From an optimization exercise on the open Yosys and OpenROAD flow, aimed at small area, a short achievable clock period and few clock cycles per item; shortcuts taken in it are not production practice.
Only simulation tests tie the RTL to the original design; equivalence was not proved.
Power and IR drop assume default switching activity.

==> inputs of 04-06 <==
==> flow/design.v (excerpt) <==
module modular_reduction_divider (
    input  wire         clk,
    input  wire         rst_n,       
    input  wire [383:0] x,
    input  wire         x_valid,
    output wire [255:0] e,
    output reg          e_valid
);
clock: 6.5 ns
lec_check: 0
abc_area: 1
cap_margin: 20
core_margin: 2
core_utilization: 30
cts_buf_list: sky130_fd_sc_hd__clkbuf_4 sky130_fd_sc_hd__clkbuf_8
gpl_timing_driven: 0
setup_slack_margin: 1.5
slew_margin: 20
run.sh (not shown) runs the stock make flow with config.mk's settings and CLKGATE_MAP_FILE= SYNTH_SCRIPT=/design/flow/synth_recipe.tcl, a recipe that flattens the netlist after the stock synthesis.
==> 03-02 (differences from 04-06) <==
--- a/flow/config.mk
+++ b/flow/config.mk
@@ -13,3 +13,3 @@
 export GPL_TIMING_DRIVEN = 0
-export SETUP_SLACK_MARGIN = 1.5
+export SETUP_SLACK_MARGIN = 2.0
 export SLEW_MARGIN = 20
==> 11-04 (differences from 04-06) <==
--- a/flow/config.mk
+++ b/flow/config.mk
@@ -7,3 +7,2 @@
 export LEC_CHECK = 0
-export ABC_AREA = 1
 export CAP_MARGIN = 20
@@ -12,4 +11,3 @@
 export CTS_BUF_LIST = sky130_fd_sc_hd__clkbuf_4 sky130_fd_sc_hd__clkbuf_8
-export GPL_TIMING_DRIVEN = 0
-export SETUP_SLACK_MARGIN = 1.5
+export SETUP_SLACK_MARGIN = 1.0
 export SLEW_MARGIN = 20
==> comparison table <==
quantity                                                                              04-06                     03-02                             11-04
End of the worst register-to-register path                                             v[8]                     v[28]                             v[28]
Critical path data required time                                                    7.25 ns                   7.32 ns                           7.17 ns
Final standard cell count with taps included and fillers excluded                    12.28k                    12.49k                            10.36k
Highest Clock Rate                                                                186.9 MHz                 203.0 MHz                         173.4 MHz
Cell count after synthesis                                                             8901                      8901                              6348
Proportion of cell area occupied by multi-input gates                                54.96%                    54.35%                            50.72%
Wire length per cell                                                               39.55 µm                  39.40 µm                          41.58 µm
Finished layout cell area                                                         68330 µm²                 73060 µm²                         71050 µm²
Global-route track usage on met2                                                     73.46%                    74.29%                            70.42%
Cell type with the highest aggregate area in the netlist           sky130_fd_sc_hd__nand2_1  sky130_fd_sc_hd__nand2_1          sky130_fd_sc_hd__dfxtp_1
GR Layer Usage met1                                                                  61.74%                    62.05%                            62.15%
Row count                                                                               152                       152                               147
CP max stage cell                                                   sky130_fd_sc_hd__nor3_1   sky130_fd_sc_hd__nor4_1  sky130_fd_sc_hd__clkdlybuf4s50_1
Result of the run                                                  timing/DRC/antenna clean  timing/DRC/antenna clean          timing/DRC/antenna clean
Cell seen most often among critical-path stages                    sky130_fd_sc_hd__nand2_1  sky130_fd_sc_hd__nand2_1            sky130_fd_sc_hd__buf_4
Number of unique standard cell types used by synthesis                                   65                        65                               106
Non-clk invs                                                                           1186                      1186                               234
Hpwl dp                                                                            398.1 mm                  398.1 mm                          362.5 mm
Testbench counts of 04-06, summed over its fixed seeds: cycles 22,280, items 768.
Testbench counts of 03-02, summed over its fixed seeds: cycles 22,280, items 768.
Testbench counts of 11-04, summed over its fixed seeds: cycles 22,280, items 768.


==> run B: inputs <==
Starting RTL as in the previous note.
clock: 6.5 ns
lec_check: 0
abc_area: 1
cap_margin: 20
core_margin: 2
core_utilization: 30
cts_buf_list: sky130_fd_sc_hd__clkbuf_4 sky130_fd_sc_hd__clkbuf_8
setup_slack_margin: 2.0
slew_margin: 20
==> inputs of run F, as changes to run B <==
GPL_TIMING_DRIVEN = 0   (was unset)
SETUP_SLACK_MARGIN = 2.5   (was 2.0)
==> run summary <==
worst vdd ir 380.4 uV; Fail Reasons max-capacitance violations, max-slew violations; metal3 WL 57770 um; multi-input combinational area share between 40% and 50%; Cells after DPL 12593; Total Power 38.26 mW; commonest non-fill, non-tap cells in the layout nand2_1, buf_4, inv_1; largest net degree at the start of global routing roughly 150; hold endpoint xr[72]$_DFF_P_; status complete, but fails checks; Slew Viols, Final 4; max-cap check violation count 1
-- figures above: run B

==> run summary <==
status complete, no violations; multi-input combinational area share approximately 52%; CP delay by family, top simple AND/OR/NAND/NOR gates; Final Hold Vio Count 0; worst vdd ir a little under 400 uV; hold endpoint xr[74]$_DFF_P_; largest net degree at the start of global routing 16; Cells after DPL about 12000; Total Power between 40 and 50 mW; max-cap check violation count 0; metal3 WL approximately 76000 um; commonest non-fill, non-tap cells in the layout nand2_1, inv_1, buf_4
-- figures above: run F

Testbench counts of run B, summed over its fixed seeds: cycles 22,280, items 768.
Testbench counts of run F, summed over its fixed seeds: cycles 22,280, items 768.

-- re-timing with driven ports --
The flow's constraints put no driver on any port. The routed layouts listed below were extracted and timed again, unchanged, in two steps. Step 1: set_driving_cell puts a clkbuf_16 on clk and a buf_2 on each other input, an assumption about the parent block. Step 2 moves the port delays by t, midway between the first and last clock arrival at a register: inputs arrive t later, outputs are due t later. That takes back most of the time a late clock gives input paths. Three values: ideal ports, drivers, drivers and shift; two values: the first two.
run	t (ns)	setup slack, ns	worst slew at a driven data input, ns
04-06	0.987	1.150 / 1.178 / 0.191	0.16
03-02	1.006	1.575 / 1.588 / 0.583	0.16
11-04	0.922	0.734 / 0.785 / -0.138	0.19
run B	0.986	1.482 / 1.482 / 0.694	0.20
run F	0.954	1.424 / 1.424 / 0.521	0.16
Met with ideal ports but missed after step 2: setup timing in 11-04. For 03-02, which loses most, drivers alone change the setup slack by +0.013 ns; drivers and shift together by -0.992 ns.
